This is an optimization exercise on Yosys and OpenROAD, whose aim is small area, a short achievable clock period and few clock cycles, not a production implementation.
The RTL was checked by simulation tests, not by an equivalence proof against the original design.
Power is estimated from default activity; no workload was simulated.

==> flow/config.mk <==
export PLATFORM = sky130hd
export DESIGN_NAME = mix_core
export DESIGN_NICKNAME = mix_core
export VERILOG_FILES = /design/flow/design.v
export SDC_FILE = /design/flow/constraint.sdc
export NUM_CORES = 4
export LEC_CHECK = 0
export ABC_AREA = 1
export CAP_MARGIN = 20
export CORE_MARGIN = 2
export CORE_UTILIZATION = 40
export CTS_CLUSTER_DIAMETER = 150
export CTS_CLUSTER_SIZE = 20
export PLACE_DENSITY = 0.6
export SLEW_MARGIN = 20
export TNS_END_PERCENT = 100
==> flow/constraint.sdc <==
create_clock -name core_clock -period 10.0 [get_ports {clk}]
set_input_delay 2.0000 -clock core_clock [delete_from_list [all_inputs] [get_ports {clk}]]
set_output_delay 2.0000 -clock core_clock [all_outputs]
set_load 0.01 [all_outputs]
==> flow/design.v <==
module mix_core (
    input  wire        clk,
    input  wire        rst,
    output reg         mem_req,
    output reg         mem_we,
    output reg  [11:0] mem_addr,
    output reg  [30:0] mem_wdata,
    input  wire        mem_ack,
    input  wire [30:0] mem_rdata,
    output wire        halted,
    output reg  [2:0]  fault_kind,
    output reg  [13:0] fault_operand,
    output reg  [11:0] pc,
    output reg         ov,
    output reg  [30:0] rA,
    output reg  [30:0] rX,
    output reg  [12:0] rI1,
    output reg  [12:0] rI2,
    output reg  [12:0] rI3,
    output reg  [12:0] rI4,
    output reg  [12:0] rI5,
    output reg  [12:0] rI6
);
    localparam [2:0] F_INDEX     = 3'd1;
    localparam [2:0] F_INDEXSPEC = 3'd2;
    localparam [2:0] F_ARG       = 3'd3;
    localparam [2:0] F_OPCODE    = 3'd4;
    localparam [2:0] P_F0   = 3'd0;   
    localparam [2:0] P_FD   = 3'd1;   
    localparam [2:0] P_R    = 3'd2;   
    localparam [2:0] P_W    = 3'd3;   
    localparam [2:0] P_NF1  = 3'd4;   
    localparam [2:0] P_NF2  = 3'd5;   
    localparam [2:0] P_HALT = 3'd6;
    reg [2:0]  ph;
    reg        halt_q;
    assign halted = halt_q;
    reg [30:0] nb;         
    reg        nb_pcf;     
    reg [13:0] idx_q;      
    reg [5:0]  cur_c;      
    reg [2:0]  cur_r;      
    reg        cur_l0;     
    reg [4:0]  cur_fm;     
    reg        ex1;        
    reg        exn;        
    reg        ex2;        
    reg [2:0]  ex_r;       
    reg        add_es;     
    reg        add_s;      
    wire        n_sign = nb[30];
    wire [11:0] n_addr = nb[29:18];
    wire [5:0]  n_i    = nb[17:12];
    wire [5:0]  n_f    = nb[11:6];
    wire [5:0]  n_c    = nb[5:0];
    wire [2:0]  n_l    = n_f[5:3];
    wire [2:0]  n_r    = n_f[2:0];
    wire n_bad_i = (n_i > 6'd6);
    wire n_bad_f = !((n_r <= 3'd5) && (n_l <= n_r));
    wire n_known = (n_c == 6'd1) || (n_c == 6'd2) || ((n_c >= 6'd8) && (n_c <= 6'd33));
    wire n_half  = ((n_c >= 6'd25) && (n_c <= 6'd30)) || (n_c == 6'd32);
    wire [2:0] n_s = (n_l == 3'd0) ? 3'd1 : n_l;
    wire [2:0] n_k = (n_l == 3'd0 && n_r == 3'd0) ? 3'd0 : (n_r - n_s + 3'd1);
    wire n_bad_k = n_half && (n_k > 3'd2);
    wire [4:0] n_fm;
    genvar gi;
    generate
        for (gi = 1; gi <= 5; gi = gi + 1) begin : g_nfm
            assign n_fm[5 - gi] = (gi >= n_l) && (gi <= n_r);
        end
    endgenerate
    wire [14:0] ea_c;
    mix_bk_add #(.W(14), .L(4)) u_ea (
        .a(idx_q), .b({2'b00, n_addr} ^ {14{n_sign}}), .ci(n_sign), .s(ea_c));
    wire [13:0] ea      = ea_c[13:0];
    wire        ea_bad  = ea[13] || (ea[12:0] >= 13'd4000);
    wire early_fault = nb_pcf || n_bad_i || n_bad_f;
    wire any_fault   = early_fault || !n_known || n_bad_k || ea_bad;
    reg [2:0]  d_kind;
    reg [13:0] d_operand;
    always @(*) begin
        if (nb_pcf) begin
            d_kind = F_INDEX;     d_operand = {2'b00, pc};
        end else if (n_bad_i) begin
            d_kind = F_INDEXSPEC; d_operand = {8'd0, n_i};
        end else if (n_bad_f) begin
            d_kind = F_ARG;       d_operand = {8'd0, n_f};
        end else if (!n_known) begin
            d_kind = F_OPCODE;    d_operand = {8'd0, n_c};
        end else if (n_bad_k) begin
            d_kind = F_ARG;       d_operand = {11'd0, n_k};
        end else begin
            d_kind = F_INDEX;     d_operand = ea;
        end
    end
    wire       c_sub   = (cur_c[1:0] == 2'd2);
    wire       c_arith = (cur_c[5:3] == 3'd0);
    wire       c_load  = (cur_c[5:3] == 3'd1) || (cur_c[5:3] == 3'd2);
    wire       c_loadn = (cur_c[5:3] == 3'd2);
    wire       c_store = cur_c[5] || (cur_c[4] && cur_c[3]);
    wire       c_stzero = cur_c[5];    
    wire [2:0] c_reg  = cur_c[2:0];
    wire [29:0] fm = {{6{cur_fm[4]}}, {6{cur_fm[3]}}, {6{cur_fm[2]}},
                      {6{cur_fm[1]}}, {6{cur_fm[0]}}};
    function [30:0] shr;
        input [30:0] x;
        input [2:0]  r;
        case (r)
            3'd5: shr = x;
            3'd4: shr = {6'd0,  x[30:6]};
            3'd3: shr = {12'd0, x[30:12]};
            3'd2: shr = {18'd0, x[30:18]};
            3'd1: shr = {24'd0, x[30:24]};
            default: shr = {30'd0, x[30]};
        endcase
    endfunction
    function [29:0] shl;
        input [29:0] x;
        input [2:0]  r;
        case (r)
            3'd5: shl = x;
            3'd4: shl = {x[23:0], 6'd0};
            3'd3: shl = {x[17:0], 12'd0};
            3'd2: shl = {x[11:0], 18'd0};
            3'd1: shl = {x[5:0],  24'd0};
            default: shl = 30'd0;
        endcase
    endfunction
    reg [30:0] st_src;
    always @(*) begin
        if (c_stzero)
            st_src = 31'd0;
        else case (c_reg)
            3'd0: st_src = rA;
            3'd1: st_src = {rI1[12], 18'd0, rI1[11:0]};
            3'd2: st_src = {rI2[12], 18'd0, rI2[11:0]};
            3'd3: st_src = {rI3[12], 18'd0, rI3[11:0]};
            3'd4: st_src = {rI4[12], 18'd0, rI4[11:0]};
            3'd5: st_src = {rI5[12], 18'd0, rI5[11:0]};
            3'd6: st_src = {rI6[12], 18'd0, rI6[11:0]};
            default: st_src = rX;
        endcase
    end
    wire [29:0] rd_keep = c_store ? ~fm : fm;
    wire [29:0] st_sh   = c_store ? (shl(st_src[29:0], cur_r) & fm) : 30'd0;
    wire        st_sgn  = c_store && cur_l0;
    wire [30:0] rd_word = {st_sgn ? st_src[30] : (mem_rdata[30] && !c_arith),
                           (mem_rdata[29:0] & rd_keep) | st_sh};
    wire        rd_es   = (cur_l0 && (rA[30] ^ mem_rdata[30])) ^ c_sub;
    wire        sa     = cur_l0 && rA[30];
    wire        inv    = add_es;                      
    wire [29:0] fm_a   = ex1 ? fm : 30'd0;
    wire [30:0] op_a   = {1'b0, rA[29:0] & fm_a};
    wire [30:0] op_b   = mem_wdata ^ {31{inv}};
    wire [31:0] sum;
    mix_bk_add #(.W(31), .L(5)) u_sum (.a(op_a), .b(op_b), .ci(inv), .s(sum));
    wire        neg    = add_es && !sum[31];          
    wire [30:0] res      = shr({ex2 && mem_wdata[30], mem_wdata[29:0]}, ex_r);
    wire        res_zero = (res == 31'd0);
    wire        ld_sgn   = cur_l0 && (mem_wdata[30] ^ c_loadn);
    wire [30:0] ld_word  = {ld_sgn, res[29:0]};
    wire [12:0] ld_half  = {ld_sgn, res[11:0]};
    reg [12:0] idx_sm;
    always @(*) begin
        if (ex1 && c_load && (c_reg == n_i[2:0]) && (n_i[2:0] != 3'd0))
            idx_sm = ld_half;
        else case (n_i[2:0])
            3'd1: idx_sm = rI1;
            3'd2: idx_sm = rI2;
            3'd3: idx_sm = rI3;
            3'd4: idx_sm = rI4;
            3'd5: idx_sm = rI5;
            3'd6: idx_sm = rI6;
            default: idx_sm = 13'd0;
        endcase
    end
    wire [14:0] idx_c;
    mix_bk_add #(.W(14), .L(4)) u_idx (
        .a({2'b00, idx_sm[11:0]} ^ {14{idx_sm[12]}}), .b(14'd0), .ci(idx_sm[12]), .s(idx_c));
    wire [13:0] idx_tc = idx_c[13:0];
    wire [12:0] pc_c;
    mix_bk_add #(.W(12), .L(4)) u_pc (.a(pc), .b(12'd0), .ci(1'b1), .s(pc_c));
    wire [11:0] pc_inc   = pc_c[11:0];
    wire        no_fetch = (pc >= 12'd3999);
    reg rst_q;
    always @(posedge clk) begin
        rst_q <= rst;
        if (rst_q) begin
            ov  <= 1'b0;
            rA  <= 31'd0;
            rX  <= 31'd0;
            rI1 <= 13'd0;
            rI2 <= 13'd0;
            rI3 <= 13'd0;
            rI4 <= 13'd0;
            rI5 <= 13'd0;
            rI6 <= 13'd0;
        end else begin
            if (ex1 && c_load) begin
                case (c_reg)
                    3'd0: rA  <= ld_word;
                    3'd1: rI1 <= ld_half;
                    3'd2: rI2 <= ld_half;
                    3'd3: rI3 <= ld_half;
                    3'd4: rI4 <= ld_half;
                    3'd5: rI5 <= ld_half;
                    3'd6: rI6 <= ld_half;
                    default: rX <= ld_word;
                endcase
            end
            if (ex2) begin
                rA <= {add_s && !res_zero, res[29:0]};
                if (res[30])
                    ov <= 1'b1;
            end
        end
    end
    wire decode = ((ph == P_FD) && mem_ack) || (ph == P_NF2);
    always @(posedge clk) begin
        idx_q <= idx_tc;
        if (ex1 && !c_load) begin
            mem_wdata <= sum[30:0];
            add_s     <= sa ^ neg;
        end
        if (exn)
            mem_wdata <= sum[30:0];
        if (ph == P_F0 && mem_ack)
            nb <= mem_rdata;
        if (ph == P_R) begin
            add_es    <= rd_es;
            ex_r      <= cur_r;
            if (mem_ack)
                mem_wdata <= rd_word;
        end
        if (ph == P_FD || ph == P_NF2) begin
            fault_kind    <= d_kind;
            fault_operand <= d_operand;
        end
        if (ph == P_W && mem_ack && mem_addr == pc)
            nb <= mem_wdata;
        if (decode) begin
            cur_c         <= n_c;
            cur_r         <= n_r;
            cur_l0        <= (n_l == 3'd0);
            cur_fm        <= n_fm;
            if (ph == P_FD)
                nb <= mem_rdata;
        end
    end
    always @(posedge clk) begin
        if (rst) begin
            ph      <= P_F0;
            halt_q  <= 1'b0;
            mem_req <= 1'b1;
            mem_we  <= 1'b0;
            mem_addr <= 12'd0;
            pc      <= 12'd0;
            nb_pcf  <= 1'b0;
            ex1     <= 1'b0;
            exn     <= 1'b0;
            ex2     <= 1'b0;
        end else begin
            ex1 <= 1'b0;
            exn <= 1'b0;
            ex2 <= 1'b0;
            if (ex1 && !c_load) begin
                exn <= neg;
                ex2 <= !neg;
            end
            if (exn)
                ex2 <= 1'b1;
            case (ph)
                P_F0: begin
                    if (mem_ack) begin
                        mem_addr <= pc_inc;
                        ph       <= P_FD;
                    end
                end
                P_R: begin
                    if (mem_ack) begin
                        if (c_store) begin
                            mem_we <= 1'b1;
                            ph     <= P_W;
                        end else begin
                            ex1 <= 1'b1;
                            if (no_fetch || nb_pcf) begin
                                mem_req <= 1'b0;
                                ph      <= P_NF1;
                            end else begin
                                mem_addr <= pc_inc;
                                ph       <= P_FD;
                            end
                        end
                    end
                end
                P_W: begin
                    if (mem_ack) begin
                        mem_we <= 1'b0;
                        if (no_fetch || nb_pcf) begin
                            mem_req <= 1'b0;
                            ph      <= P_NF1;
                        end else begin
                            mem_addr <= pc_inc;
                            ph       <= P_FD;
                        end
                    end
                end
                P_NF1: ph <= P_NF2;
                P_HALT: halt_q <= 1'b1;
                default: ;
            endcase
            if (decode) begin
                mem_addr <= ea[11:0];
                if (ph != P_FD)
                    nb_pcf <= 1'b1;
                if (!early_fault)
                    pc <= pc_inc;
                if (any_fault) begin
                    mem_req <= 1'b0;
                    halt_q  <= !exn;
                    ph      <= P_HALT;
                end else begin
                    mem_req  <= 1'b1;
                    ph       <= P_R;
                end
            end
        end
    end
endmodule
module mix_bk_add #(parameter W = 31, parameter L = 5) (
    input  wire [W-1:0] a,
    input  wire [W-1:0] b,
    input  wire         ci,
    output wire [W:0]   s
);
    localparam N = 1 << L;           
    wire [N-1:0] x = {{(N-W-1){1'b0}}, a, ci};
    wire [N-1:0] y = {{(N-W-1){1'b0}}, b, ci};
    wire [N-1:0] G [0:2*L-1];
    wire [N-1:0] P [0:2*L-1];
    assign G[0] = x & y;
    assign P[0] = x ^ y;
    genvar l, i;
    generate
        for (l = 0; l < L; l = l + 1) begin : up
            for (i = 0; i < N; i = i + 1) begin : bit_
                if (((i + 1) % (2 << l)) == 0) begin : op
                    assign G[l+1][i] = G[l][i] | (P[l][i] & G[l][i - (1 << l)]);
                    assign P[l+1][i] = P[l][i] & P[l][i - (1 << l)];
                end else begin : pass
                    assign G[l+1][i] = G[l][i];
                    assign P[l+1][i] = P[l][i];
                end
            end
        end
        for (l = L - 2; l >= 0; l = l - 1) begin : dn
            for (i = 0; i < N; i = i + 1) begin : bit_
                if (((i + 1) % (2 << l)) == (1 << l) && i >= (2 << l)) begin : op
                    assign G[2*L-1-l][i] = G[2*L-2-l][i] | (P[2*L-2-l][i] & G[2*L-2-l][i - (1 << l)]);
                    assign P[2*L-1-l][i] = P[2*L-2-l][i] & P[2*L-2-l][i - (1 << l)];
                end else begin : pass
                    assign G[2*L-1-l][i] = G[2*L-2-l][i];
                    assign P[2*L-1-l][i] = P[2*L-2-l][i];
                end
            end
        end
    endgenerate
    wire [N-1:0] c = G[2*L-1];
    assign s = {c[W], P[0][W:1] ^ c[W-1:0]};
endmodule
==> flow/flow/run.sh <==
#!/bin/bash
set -euo pipefail
cd "$(dirname "$0")/.."
MARGIN=$(cat flow/margin.txt 2>/dev/null || echo 5)
bash standard.sh \
  "BUFFER_PORTS_ARGS=-buffer_cell sky130_fd_sc_hd__buf_1" \
  "SETUP_SLACK_MARGIN=${MARGIN}" \
  finish > standard_make.log 2>&1
==> flow/flow/margin.txt <==
6.5
==> flow/standard.sh <==
#!/bin/bash
# synth_recipe.tcl (not shown) runs the flow's synth.tcl, then flattens the netlist and writes it again
# the make line also repeats each setting of config.mk as NAME=value (left out here)
make -C /OpenROAD-flow-scripts/flow DESIGN_CONFIG=/design/flow/config.mk WORK_HOME=/design/flow/orfs CLKGATE_MAP_FILE= SYNTH_SCRIPT=/design/flow/synth_recipe.tcl "${@:-finish}"
==> notes.md, run 1 <==
- Status: no timing/DRC/antenna violations
- Setup Total Neg Slack: 0 ns
- Yosys reg bits: 289
- Synth Area per Inst: 7.05 um^2
- Peak supply drop: 0.158 mV
- Post-route setup slack: 6.50 ns
- Seq/Total Area, Yosys: 33.7%
- CTS tree: built
- Async SR Flop Fraction: 0%
- Die area: 47500 um^2
- GPL Wtd Cong: 1.02
- Clock buffer depth: 3
- Via count: 19600
- Ys flop type: dfxtp_1
- Die H: 218 um
- Slowest cell on crit path: dfxtp_1
- DRC viols: 0
- DR iter-0 viols: 2716
- Root buffer cell: clkbuf_16
- CP cell instances: buf_1
- Post-layout min period: 3.50 ns
- Top Layer Used: met4
- Inst Count DP: 3338
- Skew final: 0.0238 ns
- WL/cell: 23.8 um
- Crit path required time: 8.00 ns
- Ant diodes: 0
- Global-route wire length before repair: 116000 um
- WL met1: 34400 um
- Starting density of the core: 40.4%
- Post-synthesis cell area: 18300 um^2
- # hold bufs at CTS: 0
- Crit-path max FO: 7
- Core area: 45300 um^2
- Later-pin clock latency in the skew report: 0.56 ns
- Bufs and invs on worst path: 1
- Relative slew slack: 23.1%
- PD cells: 183 nW/um^2
- DP Worst Slack: 4.86 ns
- Layout cells sized above 1: 6.06%
- Post-synth EDFFs: 37
- Worst hold-check path type: reg2reg
- Final core occ: 44.7%
- Met3 routed WL: 8480 um
- Least-Margin Pin Slew: 1.15 ns
- Htree depth: 1
- Final setup vio count: 0
- TritonCTS buffer count: 18
- Vias in the first global route: 17800
- Post-synthesis instance total: 2596
- Worst Path Class, Setup: reg2out
- Final Hold Fails: 0
- Initial antenna violation count: 3
- Nets: 2879
- Row count: 78
- Post-synth cell types: 61
- Fin cells: 3370
- Yosys top cell by area: dfxtp_1
- Leakage: 8.36 nW
- Critical path's largest stage delay: 0.72 ns
- Ys Warns: 4
- Total grt overflow: 0
- Met2 wire len: 33900 um
- CP Launch Type: register
- Port bufs: 249
- Max-cap check violation count: 0
- Clk pin slew, worst setup/hold paths: 0.10 ns
- Element type at the critical path end: output port
- IO Pins: 250
- Top cells by area, synth: dfxtp_1 28%, nand2_1 9.6%, o21ai_0 8.9%
- Area Growth Syn to Fin: 10.6%
- Largest net degree at the start of global routing: 83
- Worst Path Arrival: 1.50 ns
- Number of vias per cell: 5.82
- Unrepaired setup endpoints after global routing: yes
- Net count after synthesis: 2710
- Routed wire length: 80100 um
- Final slew viol count: 0
- Final period utilization: 35.0%
- Total Routing Usage GR: 32.7%
- Post-synth top area share: 27.6%
- Sink Count: 289
- Die width: 218 um
- ANT nets after route: 0
- Top delay family on crit path: flip-flops
- Highest clock rate: 0.286 GHz
- DPL Wire Length: 61200 um
- DRT Pass-1 Iters: 6
==> cells in the final DEF (no fill, tap or decap), types with 5 or more instances in the layout <==
cell type,count
nand2_1,464
o21ai_0,324
inv_1,308
a21oi_1,258
dfxtp_1,248
buf_1,248
nor2_1,206
nand3_1,85
nand4_1,61
ha_1,59
xor2_1,48
o22ai_1,43
o211ai_1,43
edfxtp_1,37
xnor2_1,29
buf_4,22
fa_1,21
a31oi_1,19
inv_2,19
clkbuf_16,18
nor2_4,17
nand2_2,16
o21ai_1,15
nor3_1,14
a211oi_1,14
nor2_2,13
nand2_4,9
a21o_1,7
nand3_4,6
o221ai_1,6
xnor2_2,5
nand3_2,5
or2_2,5
clkinv_1,5
clkbuf_1,5
==> cells by family (layout without fill, tap and decap cells) <==
| family | count (synthesis) | after routing | share of synthesized area, % |
|---|---|---|---|
| AND/OR/NAND/NOR | 915 | 919 | 22.7 |
| AO/OA/AOI/OAI | 763 | 763 | 22.9 |
| XOR/XNOR | 84 | 84 | 4.02 |
| adder cells (fa/ha/maj) | 80 | 80 | 6.33 |
| flip-flops | 289 | 289 | 33.7 |
| buffers and inverters | 465 | 635 | 10.4 |
==> path summary, 6_finish.rpt <==
path | start | endpoint | slack (ns) | cells past startpoint
hold / removal | mem_we | mem_we | 0.46 | 2
setup / recovery | mem_wdata[15] | mem_wdata[15] | 6.50 | 1
setup reg to reg | add_es | mem_wdata[30] | 6.69 | 18
hold reg to reg | mem_we | mem_we | 0.46 | 2
==> per-layer routing <==
layer | up-vias | global-route usage (%)
met5 | - | 0
met4 | 0 | 12.3
met3 | 159 | 5.96
met2 | 1121 | 49.0
met1 | 9286 | 46.5
li1 | 9032 | -
==> synthesized netlist by cell type, types with 43 or more instances <==
cell type and instances:
o21ai_0 325, ha_1 59, clkbuf_1 79, o211ai_1 43, nor2_1 210, inv_1 309
nand3_1 85, nand2_1 468, dfxtp_1 252, a21oi_1 259, xor2_1 49, o22ai_1 43
nand4_1 61
==> flip-flops by register name, summed over array words and instances (netlist names), 5 cells and up <==
name / cells
fault_operand: 14
rI3: 13
mem_wdata: 31
rI1: 13
cur_fm: 5
nb: 31
rA: 31
rI2: 13
rI5: 13
rI4: 13
idx_q: 14
cur_c: 6
rX: 31
pc: 12
mem_addr: 12
rI6: 13
==> metrics by stage <==
| step | hold slack, ns | total power, mW | instance area [um^2] |
|---|---|---|---|
| 5_1_grt | 0.474 | 3.87 | 20200 |
| 3_3_place_gp | 0.416 | 2.86 | 19500 |
| 4_1_cts | 0.458 | 3.65 | 20100 |
| 3_5_place_dp | 0.431 | 2.88 | 19500 |
| 6_report | 0.465 | 3.70 | 20200 |
| 2_1_floorplan | 0.408 | 2.31 | 18300 |
==> power by group <==
| group | switching [mW] | total (mW) | internal, mW |
|---|---|---|---|
| combinational | 0.895 | 1.31 | 0.411 |
| clock | 0.439 | 0.775 | 0.336 |
| sequential | 0.315 | 1.62 | 1.31 |
| total | 1.65 | 3.70 | 2.06 |
==> timing repair <==
action / in CTS / in global routing
setup endpoints to repair: 53 / 72
gates cloned: 3 / 1
setup buffers: 2 / 1
gates resized for setup: 11 / 21
pin swaps: 3 / 3
==> cell type report <==
cell class	instances	area (um^2)
fill	4830	25000
inverter	338	1280
clock inverter	2	32.5
timing repair buffer	272	1120
sequential	289	6160
tap	600	751
clock buffer	23	469
multi-input combinational	1846	10400
Testbench counts, summed over its fixed seeds: cycles 74,146.
==> run 2: changes to the inputs <==
==> flow/flow/margin.txt (replaced) <==
6.7
==> run 2 against run 1 <==
  * Critical path type unchanged
  * Still clean
  * Utilization is 1.2 points higher
  * Hold slack worse by 0.023 ns
  * Power is 4.3% higher
  * Clock power is 3.5% higher
  * Count of clock-buffer cells in the layout is 3 higher
  * Sequential power hardly changed
  * Largest power group unchanged
  * Critical path depth stayed put
  * Via count is 2.1% higher
  * Final area is 2.8% higher
  * Global-route usage is 0.80 points higher
==> notes.md, run 2 <==
- Status: no timing/DRC/antenna violations
- Routed wire length: 83000 um (+3.6%)
- Core area: 45300 um^2 (unchanged)
- Reg2reg setup slack: 6.78 ns (+0.09 ns)
- Max-cap check violation count: 0 (unchanged)
- DR iter-0 viols: 2681 (-1.3%)
- Commonest non-fill, non-tap cell in the layout: nand2_1
- Number of vias per cell: 5.88 (+1.1%)
- Root buffer cell: clkbuf_16
- DPL Wire Length: 62600 um (+2.3%)
- WL/cell: 24.4 um (+2.5%)
- Clk pin slew, worst setup/hold paths: 0.10 ns (about the same)
- CP cell instances: buf_1
- Total grt overflow: 0 (unchanged)
- Post-synthesis instance total: 2596 (unchanged)
- Highest clock rate: 0.300 GHz (+5.1%)
- Die width: 218 um (unchanged)
- Worst Path Class, Setup: reg2out
- Post-synth EDFFs: 37 (unchanged)
- Met2 wire len: 35400 um (+4.5%)
- Hold path startpoint: nb[2]
- Via count: 20000 (+2.1%)
- Total Routing Usage GR: 33.5% (+0.80 points)
- Die H: 218 um (unchanged)
- Hold worst-path end: cur_c[2]
- Skew final: 0.0310 ns (+0.00723 ns)
- Critical path's largest stage delay: 0.58 ns (-0.14 ns)
- Post-route setup slack: 6.67 ns (+0.170 ns)
- Global-route wire length before repair: 119000 um (+2.0%)
- Seq/Total Area, Yosys: 33.7% (unchanged)
- DP Worst Slack: 4.73 ns (-0.124 ns)
- FF-to-FF path depth: 18 (unchanged)
- Setup Total Neg Slack: 0 ns (unchanged)
- Ys flop type: dfxtp_1
- Final Hold Fails: 0 (unchanged)
- Later-pin clock latency in the skew report: 0.56 ns (about the same)
- Relative slew slack: 20.5% (-2.6 points)
- Peak supply drop: 0.112 mV (-29%)
- Yosys top cell by area: dfxtp_1
- Htree depth: 1 (unchanged)
- Element type at the critical path end: output port
- Final slew viol count: 0 (unchanged)
- Top delay family on crit path: flip-flops
- Ant diodes: 0 (unchanged)
- Post-layout min period: 3.33 ns (-0.170 ns)
- Most frequent cell after synthesis: nand2_1
- Final period utilization: 33.3% (-1.7 points)
- Post-synth cell types: 61 (unchanged)
- Net count after synthesis: 2710 (unchanged)
- Layout cells sized above 1: 9.38% (+3.3 points)
- TritonCTS buffer count: 18 (unchanged)
- Yosys reg bits: 289 (unchanged)
- Synth Area per Inst: 7.05 um^2 (unchanged)
- Leakage: 8.59 nW (+2.7%)
- Async SR Flop Fraction: 0% (unchanged)
- Port bufs: 249 (unchanged)
- Vias in the first global route: 18100 (+1.6%)
- Largest net degree at the start of global routing: 122 (+47%)
- DRT Pass-1 Iters: 8 (+2)
- Worst Path Arrival: 1.33 ns (-0.17 ns)
- Unrepaired setup endpoints after global routing: yes
- Post-synth top area share: 27.6% (unchanged)
- Final setup vio count: 0 (unchanged)
- Area Growth Syn to Fin: 13.7%
- Starting density of the core: 40.4% (unchanged)
- Hold path cells: 0 (-2)
- PD cells: 186 nW/um^2 (+1.5%)
- WL met1: 35900 um (+4.2%)
- Die area: 47500 um^2 (unchanged)
- ANT nets after route: 0 (unchanged)
- Slowest cell on crit path: dfxtp_2
- Post-synthesis cell area: 18300 um^2 (unchanged)
- Least-Margin Pin Slew: 1.19 ns (+0.0416 ns)
- Nets: 2911 (+1.1%)
- DRC viols: 0 (unchanged)
- CTS tree: built
- Commonest non-fill, non-tap cells in the layout: 459 x nand2_1, 324 x o21ai_0, 306 x inv_1, 256 x a21oi_1, 247 x buf_1
- IO Pins: 250 (unchanged)
- Crit-path max FO: 6 (-1)
- Synth cell count leaders: 468 x nand2_1, 325 x o21ai_0, 309 x inv_1
- R2r startpoint: add_es
- Clock buffer depth: 3 (unchanged)
- Row count: 78 (unchanged)
- Top Layer Used: met4
- CP Launch Type: register
- Worst hold-check path type: reg2reg
- Ys Warns: 4 (unchanged)
- Met3 routed WL: 8210 um (-3.1%)
- Crit path required time: 8.00 ns (about the same)
- Top cells by area, synth: dfxtp_1 28%, nand2_1 9.6%, o21ai_0 8.9%
- FF-to-FF End: mem_wdata[30]
- Bufs and invs on worst path: 1 (unchanged)
- Initial antenna violation count: 1 (-2)
- GPL Wtd Cong: 0.994 (-2.3%)
- Sink Count: 289 (unchanged)
==> run 2: cell type report <==
type | count | area [um^2]
Sequential cell | 289 | 6210
Timing Repair inverter | 1 | 5.00
Clock buffer | 26 | 502
Clock inverter | 1 | 16.3
Inverter | 338 | 1300
Timing Repair Buffer | 303 | 1410
Tap cell | 600 | 751
Multi-Input combinational cell | 1846 | 10600
Fill cell | 4823 | 24500
==> run 2: worst max-delay path by stage <==
| stage | slack (ns) | cells after the start | startpoint | endpoint |
|---|---|---|---|---|
| 2_1_floorplan | 6.73 | 3 | mem_ack | cur_c[0] |
| 3_3_place_gp | 4.91 | 9 | mem_ack | mem_addr[11] |
| 3_5_place_dp | 4.73 | 9 | mem_ack | mem_addr[9] |
| 4_1_cts | 6.67 | 1 | mem_wdata[1] | mem_wdata[1] |
| 5_1_grt | 6.64 | 19 | add_es | mem_wdata[28] |
| 6_report | 6.67 | 1 | mem_wdata[9] | mem_wdata[9] |
==> run 2: per-layer routing <==
| layer | up-vias | GRT usage [%] |
|---|---|---|
| met3 | 159 | 4.38 |
| met4 | 0 | 12.8 |
| met5 | - | 0 |
| li1 | 9114 | - |
| met1 | 9589 | 48.3 |
| met2 | 1144 | 50.7 |
==> run 2: worst reg2reg max path, stage by stage, from the launching register on <==
cell	delay (ns)
edfxtp_1	0.46
buf_12	0.20
xor2_1	0.20
ha_1	0.35
nand2_1	0.08
o21ai_2	0.19
nand2_1	0.09
nand2_2	0.11
nand2_2	0.07
nand2_4	0.12
nand2_1	0.07
nand2_2	0.08
nand2_1	0.07
nand3_2	0.08
a21boi_2	0.07
fa_1	0.41
xnor2_2	0.26
a21oi_1	0.12
a21oi_1	0.13
==> run 2: report_power, final <==
part / internal [mW] / total [mW] / switching [mW]
sequential: 1.33 / 1.65 / 0.325
combinational: 0.471 / 1.41 / 0.941
clock: 0.353 / 0.802 / 0.449
==> run 2: kinds of logic (layout without fill, tap and decap cells) <==
kind of cell             count (synthesis)  in the layout  synth area share [%]
AO/OA/AOI/OAI                          763            763                  22.9
AND/OR/NAND/NOR                        915            919                  22.7
flip-flops                             289            289                  33.7
adder cells (fa/ha/maj)                 80             80                  6.33
buffers and inverters                  465            669                  10.4
XOR/XNOR                                84             84                  4.02
==> run 2: repair_timing <==
action,4_1_cts,5_1_grt
hold buffers,0,0
gates cloned,4,2
setup buffers,9,22
setup endpoints to repair,140,41
hold endpoints to repair,0,0
pin swaps,5,28
resized for setup,58,52
==> run 2: through the flow <==
stage          util [%]  instance area, um^2  cells  power, mW  hold WS (ns)
5_1_grt            45.9                20800   3404       4.01         0.473
3_3_place_gp       43.2                19500   3340       2.88         0.415
4_1_cts            44.9                20300   3380       3.72         0.442
2_1_floorplan         -                18300   2596       2.32         0.408
3_5_place_dp       43.2                19500   3340       2.90         0.419
6_report           45.9                20800   3404       3.87         0.441
==> run 3: changes to the inputs <==
==> flow/flow/margin.txt (replaced) <==
6.85
==> run 3 against run 2 <==
  * Fmax rose by 2.1%
  * Routed wire length rose by 1.2%
  * Worst setup slack improved by 0.070 ns
  * Register-to-register slack got worse by 0.04 ns
  * Count of clock-buffer cells in the layout did not move
  * Critical endpoint is now mem_wdata[30]
  * Highest routed layer is now met5
==> notes.md, run 3 <==
- Starting density of the core: 40.4% (unchanged)
- Net count after synthesis: 2710 (unchanged)
- Crit-path max FO: 8 (+2)
- Max-cap check violation count: 0 (unchanged)
- Row count: 78 (unchanged)
- Global-route wire length before repair: 120000 um (+0.67%)
- Sequential cell area: 6410 um^2 (+3.3%)
- GPL Wtd Cong: 0.989 (-0.49%)
- Vias in the first global route: 18300 (+0.84%)
- Initial antenna violation count: 1 (unchanged)
- CTS tree: built
- DRT Pass-1 Iters: 6 (-2)
- Leakage: 9.17 nW (+6.8%)
- Later-pin clock latency in the skew report: 0.56 ns (about the same)
- Least-Margin Pin Slew: 1.12 ns (-0.0718 ns)
- FF-to-FF path depth: 20 (+2)
- Top cells by area, synth: dfxtp_1 28%, nand2_1 9.6%, o21ai_0 8.9%
- Post-synthesis instance total: 2596 (unchanged)
- Element type at the critical path end: register
- Ys flop type: dfxtp_1
- Post-synth cell types: 61 (unchanged)
- Worst hold-check path type: reg2reg
- Setup Total Neg Slack: 0 ns (unchanged)
- Total grt overflow: 0 (unchanged)
- Synth Area per Inst: 7.05 um^2 (unchanged)
- Commonest non-fill, non-tap cells in the layout: 448 x nand2_1, 323 x o21ai_0, 300 x inv_1, 247 x a21oi_1, 209 x buf_1
- # hold bufs at CTS: 0 (unchanged)
- Final period utilization: 32.6% (-0.70 points)
- Post-layout min period: 3.26 ns (-0.0699 ns)
- DR iter-0 viols: 2636 (-1.7%)
- Critical path's largest stage delay: 0.45 ns (-0.13 ns)
- TritonCTS buffer count: 18 (unchanged)
- Sink Count: 289 (unchanged)
- # fillers: 4761 (-1.3%)
- Die width: 218 um (unchanged)
- Number of vias per cell: 5.80 (-1.2%)
- Post-synthesis cell area: 18300 um^2 (unchanged)
- Final instance area: 21900 um^2 (+5.4%)
- Largest net degree at the start of global routing: 129 (+5.7%)
- Clock buffer depth: 3 (unchanged)
- Ys Warns: 4 (unchanged)
- Synth cell count leaders: 468 x nand2_1, 325 x o21ai_0, 309 x inv_1
- Clk pin slew, worst setup/hold paths: 0.10 ns (about the same)
- Die H: 218 um (unchanged)
- Final Hold Fails: 0 (unchanged)
- Worst Path Class, Setup: reg2reg
- Peak supply drop: 0.103 mV (-8.3%)
- Yosys top cell by area: dfxtp_1
- Worst Path Arrival: 3.68 ns (+2.35 ns)
- Relative slew slack: 25.4% (+4.9 points)
- Hold path startpoint: nb[2]
- Placed inst area: 19600 um^2 (about the same)
- Root buffer cell: clkbuf_16
- Bufs and invs on worst path: 3 (+2)
- Skew final: 0.0262 ns (-0.00482 ns)
- Post-route setup slack: 6.74 ns (+0.0699 ns)
- Async SR Flop Fraction: 0% (unchanged)
- Status: no timing/DRC/antenna violations
- R2r startpoint: add_es
- ANT nets after route: 0 (unchanged)
- Crit path required time: 10.41 ns (+2.41 ns)
- Layout cells sized above 1: 17.5% (+8.2 points)
- Most frequent cell after synthesis: nand2_1
- Final setup vio count: 0 (unchanged)
- Critical path origin: add_es
- Highest clock rate: 0.307 GHz (+2.1%)
- Unrepaired setup endpoints after global routing: yes
- Via count: 20200 (+0.76%)
- Yosys reg bits: 289 (unchanged)
- PD cells: 187 nW/um^2 (+0.49%)
- Crit-path most repeated cell: nand2_2
- Total Routing Usage GR: 33.8% (+0.31 points)
- Post-synth top area share: 27.6% (unchanged)
- Slowest cell on crit path: edfxtp_1
- Core area: 45300 um^2 (unchanged)
- CP Launch Type: register
- DPL Wire Length: 61700 um (-1.5%)
- DP Worst Slack: 4.77 ns (+0.0426 ns)
- Nets: 2979 (+2.3%)
- Area Growth Syn to Fin: 19.8%
- WL/cell: 24.2 um (-0.78%)
- IO Pins: 250 (unchanged)
- Seq/Total Area, Yosys: 33.7% (unchanged)
- CP cell instances: buf_6 > clkbuf_16 > xnor2_4 > inv_2 > ha_4 > nand2_2 > o21ai_2 > nand2_1 > nand2_2 > nand2_2 > nand2_4 > nand2_2 > nand2_2 > nand2_2 > nand3_2 > a21boi_2 > fa_2 > xnor2_4 > a21oi_2 > a21oi_1
- Port bufs: 249 (unchanged)
- Top delay family on crit path: simple AND/OR/NAND/NOR gates
- Hold path cells: 0 (unchanged)
- DRC viols: 0 (unchanged)
- Final hold slack: 0.459 ns (+0.0177 ns)
- Commonest non-fill, non-tap cell in the layout: nand2_1
- Post-synth EDFFs: 37 (unchanged)
- Multi-input combinational cell area: 10900 um^2 (+2.5%)
- Total power: 4.09 mW (+5.9%)
- Htree depth: 1 (unchanged)
- Routed wire length: 84000 um (+1.2%)
- Final slew viol count: 0 (unchanged)
- Die area: 47500 um^2 (unchanged)
- CP Depth: 20 (+19)
-- run 3: cell counts after synthesis --
No cell type changed its count.
-- run 3: final timing paths --
path,to,slack [ns]
setup / recovery,mem_wdata[30],6.74
hold reg to reg,cur_c[2],0.46
setup reg to reg,mem_wdata[30],6.74
hold / removal,cur_c[2],0.46
-- run 3: kinds of logic (layout without fill, tap and decap cells) --
group,count (synthesis),count (layout),share of synthesized area [%]
AO/OA/AOI/OAI,763,763,22.9
XOR/XNOR,84,84,4.02
adder cells (fa/ha/maj),80,80,6.33
buffers and inverters,465,737,10.4
flip-flops,289,289,33.7
other,0,1,0
AND/OR/NAND/NOR,915,919,22.7
-- run 3: what timing repair did --
item / CTS / global route
buffers inserted: 59 / 37
resized for setup: 207 / 140
gates cloned: 5 / 3
endpoints found under the setup margin: 218 / 137
pin swaps: 20 / 56
-- run 3: routing by layer --
layer	track usage [%]	vias up	part of all wire (%)
li1	-	9229	-
met1	48.1	9602	43
met2	50.0	1137	42
met3	6.62	189	11
met4	13.3	2	4.5
met5	0	-	0.011
-- run 3: per-stage QoR --
stage	utilization (%)	instances
6_report	48.4	3473
5_1_grt	48.4	3472
4_1_cts	46.6	3432
3_5_place_dp	43.2	3341
3_3_place_gp	43.2	3341
2_1_floorplan	-	2596
-- run 3: layout make-up --
class,count,area share [%]
antenna,1,0.0114
clock buffer,26,2.29
clock inverter,1,0.0742
inverter,338,6.00
multi-input combinational,1846,49.6
sequential,289,29.2
tap,600,3.42
timing repair buffer,370,9.33
timing repair inverter,2,0.0457
-- run 3: power breakdown --
part	internal, mW	leakage [nW]	switching (mW)
Combinational	0.608	6.46	1.13
Clock	0.353	0.249	0.443
Sequential	1.35	2.46	0.206

-- afterwards: timing with drivers on the ports --
The results above use ideal ports. As a check the final layouts listed here were re-extracted and re-timed, cells and wires unchanged. Step 1 sets driving cells, clkbuf_16 on the clock port and buf_2 on the other inputs (assumed; they add their load-dependent delay and slew). Step 2, shift: input delay + t, output delay - t, t = (earliest + latest rising clock arrival at the registers) / 2. This alone moves slack from input paths to output paths. Three values: no drivers, after step 1, after step 2; two values: the first two.
run	t (ns)	setup slack, ns	hold slack, ns	slew at the worst register clock pin (ns)	worst slew at a driven data input, ns
run 1	0.611	6.498 / 6.438 / 6.077	0.465 / 0.465 / 0.465	0.10 / 0.10	0.07
run 2	0.605	6.668 / 6.609 / 6.218	0.441 / 0.441 / 0.441	0.10 / 0.10	0.06
run 3	0.607	6.738 / 6.738 / 6.334	0.459 / 0.459 / 0.459	0.11 / 0.11	0.05
After both steps setup and hold are still met in every run listed. For run 2, which loses most, drivers alone change the setup slack by -0.059 ns; drivers and shift together by -0.450 ns.
